This design comes from an exercise in tuning for small area, a short achievable clock period and few clock cycles on the open sky130 flow, not from production work. Function was checked by simulation only, so behaviour that the tests miss may differ from the original.

==> inputs of job 8845 <==
// dshot_core
module dshot_core (
  input  wire         clk,
  input  wire         rst,
  input  wire         cmd_valid,
  output wire         cmd_ready,
  input  wire [39:0]  cmd,
  output reg          rdata_valid,
  output reg  [31:0]  rdata,
  output reg          ev_valid,
  output reg  [146:0] ev
);
Settings: LEC_CHECK=0, CAP_MARGIN=20, CORE_MARGIN=2, CORE_UTILIZATION=60, CTS_CLUSTER_DIAMETER=100, CTS_CLUSTER_SIZE=24, PLACE_DENSITY=0.75, SLEW_MARGIN=20; clock period 14.0 ns.
standard.sh (not shown) runs the stock make flow with config.mk's settings and CLKGATE_MAP_FILE= SYNTH_SCRIPT=/design/flow/synth_recipe.tcl, a recipe that flattens the netlist after the stock synthesis.
==> flow/flow/run.sh <==
#!/bin/bash
# Standard ORFS layout, with timing repair aiming well below the clock period and
# plain buf_2 cells for the port buffers.
bash standard.sh SETUP_SLACK_MARGIN=9.9 TNS_END_PERCENT=100 "BUFFER_PORTS_ARGS=-buffer_cell sky130_fd_sc_hd__buf_2" finish > standard.log 2>&1
==> job 9731: changes against job 8845 <==
--- a/flow/design.v
+++ b/flow/design.v
@@ -38,25 +38,27 @@
   reg         q_s;
   reg         prev_valid;
   reg         prev;
   reg  [1:0]  iq;           
   reg  [14:0] ir;
   reg  [63:0] idx;
   reg  [1:0]  bx;
-  reg         fs_load;      
+  reg  [63:0] pc_start;
+  reg         ps_load;      
   reg  [1:0]  dq;           
   reg  [14:0] dr;
   reg         dlong;        
   reg  [14:0] kcnt;         
   reg         k_done;
   reg         ln_load;      
   reg  [15:0] shift;
   reg  [4:0]  bcnt;
   reg  [63:0] first_start;
   reg  [63:0] nib_start;
+  reg  [63:0] last_next;    
   reg         e_bit;        
   reg         e_fin;        
   reg         e_l16;        
   reg         e_bidir;      
   reg         e_2;          
   reg         e_3;          
   reg         e_4;          
@@ -115,58 +117,32 @@
     case (ctrl_rate)
       2'b00:   rate_m = 10'd667;
       2'b01:   rate_m = 10'd333;
       2'b10:   rate_m = 10'd167;
       default: rate_m = 10'd83;
     endcase
   end
-  wire [41:0] w        = first_start[41:0];
+  wire [41:0] w        = pc_start[41:0];
   wire [6:0]  dv_cnt   = ir[6:0];                     
   wire        dv_mul   = (dv_cnt[6:5] == 2'b00);        
   wire        dv_div   = (dv_cnt[6:5] == 2'b01) && (dv_cnt[4:0] < 5'd15);    
   wire        dv_last  = (dv_cnt == 7'd47);             
   wire [10:0] mul_sum  = {1'b0, w[41:32]} + (w[0] ? {1'b0, rate_m} : 11'd0);
   wire [19:0] div_tr   = {w[41:23], w[22]};
   wire [20:0] div_df   = {1'b0, div_tr} - {1'b0, DIV5};
   wire        div_ge   = !div_df[20];
   wire [18:0] div_r    = div_ge ? div_df[18:0] : div_tr[18:0];
   wire [14:0] n_res    = w[22:8];
   wire [31:0] status_word = {17'd0, bcnt, bx, 2'b00, fault, 2'b00, run};
-  wire [16:0] t_a = {1'b0, period, 1'b0};
-  wire [16:0] t_b = {2'd0, period};
-  wire [16:0] t_g = t_a & t_b;
-  wire [16:0] t_p = t_a ^ t_b;
-  wire [17:0] t_c;
-  wire [4:0]  t_bg, t_bp;
-  assign t_c[0] = 1'b0;
-  genvar gk, gm;
-  generate
-    for (gk = 0; gk < 5; gk = gk + 1) begin : g_tb
-      localparam integer LO = 4 * gk;
-      localparam integer HI = (4 * gk + 3 > 16) ? 16 : 4 * gk + 3;
-      wire [HI-LO+1:0] cg;
-      assign cg[0] = 1'b0;
-      for (gm = LO; gm <= HI; gm = gm + 1) begin : g_bg
-        assign cg[gm-LO+1] = t_g[gm] | (t_p[gm] & cg[gm-LO]);
-      end
-      assign t_bg[gk] = cg[HI-LO+1];
-      assign t_bp[gk] = &t_p[HI:LO];
-      for (gm = LO; gm <= HI; gm = gm + 1) begin : g_bc
-        if (gm > LO) assign t_c[gm] = t_g[gm-1] | (t_p[gm-1] & t_c[gm-1]);
-      end
-      if (gk > 0) assign t_c[LO] = t_bg[gk-1] | (t_bp[gk-1] & t_c[LO-4]);
-    end
-  endgenerate
-  wire [16:0] timeout_v = t_p ^ t_c[16:0];
+  wire [16:0] timeout_v = {1'b0, period, 1'b0} + {2'd0, period};
   wire        n_bit = do_bit;
   wire        n_2   = e_bit && e_fin;
   wire        n_3   = e_2 && e_l16;
   wire        n_4   = e_3 && bad_now;
   wire        is_cmd = (shift[15:5] < 11'd48);
-  wire        bcnt_zero = (bcnt == 5'd0);
   reg  [18:0] ev_lo;
   always @(*) begin
     if (n_bit)
       ev_lo = {3'd0, 15'd0, bit_val};
     else if (n_2 && e_l16)
       ev_lo = {(is_cmd ? 3'd1 : 3'd2), 5'd0, shift[15:5]};
     else if (n_2)
@@ -180,22 +156,18 @@
     rdata <= ({32{q_rsel[0]}} & {29'd0, ctrl_rate, ctrl_bidir})
            | ({32{q_rsel[1]}} & samplerate)
            | ({32{q_rsel[2]}} & status_word)
            | ({32{q_rsel[3]}} & {17'd0, period})
            | ({32{q_rsel[4]}} & {15'd0, timeout_v})
            | ({32{q_rsel[5]}} & idxbase[31:0])
            | ({32{q_rsel[6]}} & idxbase[63:32]);
-    if (n_bit || n_2 || n_3)
-      ev[146:83] <= ({64{(n_bit && bcnt_zero) || n_2}} & first_start)
-                  | ({64{(n_bit && !bcnt_zero) || n_3}} & ev[82:19]);
-    else if (ln_load && !n_4)
-      ev[146:83] <= idx;     
-    if (n_bit || (n_2 && e_l16) || n_3)
-      ev[82:19] <= ({64{do_next}} & smp_idx) | ({64{do_final}} & ev[146:83])
-                 | ({64{n_2 || n_3}} & nib_start);
+    ev[146:83] <= ({64{n_bit}} & pc_start) | ({64{n_2}} & first_start)
+                | ({64{n_3 || n_4}} & nib_start);
+    ev[82:19]  <= ({64{do_next}} & smp_idx) | ({64{n_2 && e_l16}} & nib_start)
+                | ({64{do_final || (n_2 && !e_l16) || n_3 || n_4}} & last_next);
     ev[18:0]   <= ev_lo;
     if (rst) begin
       rdata_valid <= 1'b0;
       ev_valid    <= 1'b0;
     end else begin
       rdata_valid <= q_cfgr;
       ev_valid    <= n_bit || n_2 || n_3 || n_4;
@@ -214,15 +186,15 @@
       rdy         <= 1'b1;
       q_cfgr      <= 1'b0;
       q_start     <= 1'b0;
       q_sample    <= 1'b0;
       q_end       <= 1'b0;
       prev_valid  <= 1'b0;
       bx          <= BX_IDLE;
-      fs_load     <= 1'b0;
+      ps_load     <= 1'b0;
       k_done      <= 1'b1;
       ln_load     <= 1'b0;
       bcnt        <= 5'd0;
       e_bit       <= 1'b0;
       e_2         <= 1'b0;
       e_3         <= 1'b0;
       e_4         <= 1'b0;
@@ -240,15 +212,15 @@
           4'h6: base_hi_set <= 1'b1;
           default: ;
         endcase
       end
       rdy <= 1'b1;
       if (accept && (op == OP_START)) rdy <= 1'b0;
       if (q_end && running) run <= RUN_EXHAUSTED;
-      fs_load <= 1'b0;
+      ps_load <= 1'b0;
       ln_load <= 1'b0;
       if (q_start && !running) begin
         prev_valid <= 1'b0;
         bx         <= BX_IDLE;
         k_done     <= 1'b1;
         bcnt       <= 5'd0;
         if (!sr_set) begin
@@ -286,24 +258,25 @@
           k_done  <= 1'b1;
           ln_load <= 1'b1;
         end
         case (bx)
           BX_IDLE: begin
             if (e_start) begin
               bx      <= BX_STARTED;
-              fs_load <= 1'b1;
+              ps_load <= 1'b1;
               k_done  <= 1'b0;
             end
           end
           BX_STARTED: begin
             if (e_end) bx <= BX_BOUNDED;
           end
           BX_BOUNDED: begin
             if (e_start) begin
               bx      <= BX_STARTED;
+              ps_load <= 1'b1;
               k_done  <= 1'b0;
               ln_load <= 1'b0;
             end else if (tmo) begin
               bx <= BX_IDLE;
             end
           end
           default: ;
@@ -332,29 +305,30 @@
       case (addr)
         4'h1: samplerate     <= data;
         4'h5: idxbase[31:0]  <= data;
         4'h6: idxbase[63:32] <= data;
         default: ;
       endcase
     end
-    if (fs_load) first_start <= idx;
+    if (ps_load) pc_start <= idx;
+    if (ln_load) last_next <= idx;
     if (q_start && !running && sr_set) begin
-      first_start[41:0] <= {10'd0, samplerate};
+      pc_start[41:0] <= {10'd0, samplerate};
       sr_nz <= 1'b0;
       ir    <= 15'd0;
     end
     if (dv) begin
       ir <= ir_n;
       if (dv_mul) begin
-        first_start[41:0] <= {mul_sum, w[31:1]};
+        pc_start[41:0] <= {mul_sum, w[31:1]};
         sr_nz <= sr_nz | w[0];
       end
       if (dv_div) begin
-        first_start[41:23] <= div_r;
-        first_start[22:8]  <= {w[21:8], div_ge};
+        pc_start[41:23] <= div_r;
+        pc_start[22:8]  <= {w[21:8], div_ge};
       end
       if (dv_last) period <= n_res;
     end
     if (ref_smp) begin
       prev <= q_s;
       idx  <= {base_hi_set ? idxbase[63:32] : 32'd0, base_lo_set ? idxbase[31:0] : 32'd0};
       iq   <= 2'd0;
@@ -383,18 +357,16 @@
         end else if (tmo) begin
           dlong <= 1'b1;
         end
       end
     end
     if (do_bit) begin
       shift <= shift_n;
-      if (bcnt == 5'd12) nib_start <= ev[82:19];    
-    end
-    if (n_2 && e_l16) begin
-      nib_start <= ev[82:19];                         
+      if (bcnt == 5'd0)  first_start <= pc_start;
+      if (bcnt == 5'd12) nib_start   <= pc_start;
     end
     e_fin <= do_final;
     if (do_final) begin
       e_l16   <= (bcnt_n == 5'd16);
       e_bidir <= ctrl_bidir;
     end
   end
==> flow/flow/run.sh (replaced) <==
#!/bin/bash
# Standard ORFS layout, with timing repair aiming well below the clock period and
# plain buf_2 cells for the port buffers.
bash standard.sh SETUP_SLACK_MARGIN=10 TNS_END_PERCENT=100 "BUFFER_PORTS_ARGS=-buffer_cell sky130_fd_sc_hd__buf_2" finish > standard.log 2>&1
==> notes <==
In critical path depth, job 8845 and job 9731 do not differ.
Register-to-register slack: job 9731 is higher than job 8845 (60 ps).
In job 9731 the first-iteration DRC count is larger than in job 8845, by about 7%.
Between job 8845 and job 9731, the lower final cell count is in job 8845 (gap about 7%, measured against job 9731).
Testbench counts of job 8845, summed over its fixed seeds: cycles 40,723.
Testbench counts of job 9731, summed over its fixed seeds: cycles 40,723.

-- re-timing with driven ports --
How much do the figures lean on ideal ports? The routed layouts below were timed once more, with nothing changed but the port constraints. Step 1 assumes that a clkbuf_16 drives the clock port and a buf_2 every other input. Step 2 moves the port delays by t, midway between the first and last clock arrival at a register: inputs arrive t later, outputs are due t later. That takes back most of the time a late clock gives input paths. a / b / c = ideal ports / drivers / drivers and shift; a / b = the first two.
| run | shift t [ns] | slack for setup (ns) | worst setup path after step 2 |
|---|---|---|---|
| job 8845 | 0.661 | 9.921 / 9.861 / 9.390 | input to register |
| job 9731 | 0.649 | 10.005 / 9.944 / 9.518 | input to register |
After both steps every run listed still meets setup and hold. For job 8845, which loses most, drivers alone change the setup slack by -0.060 ns; drivers and shift together by -0.531 ns.
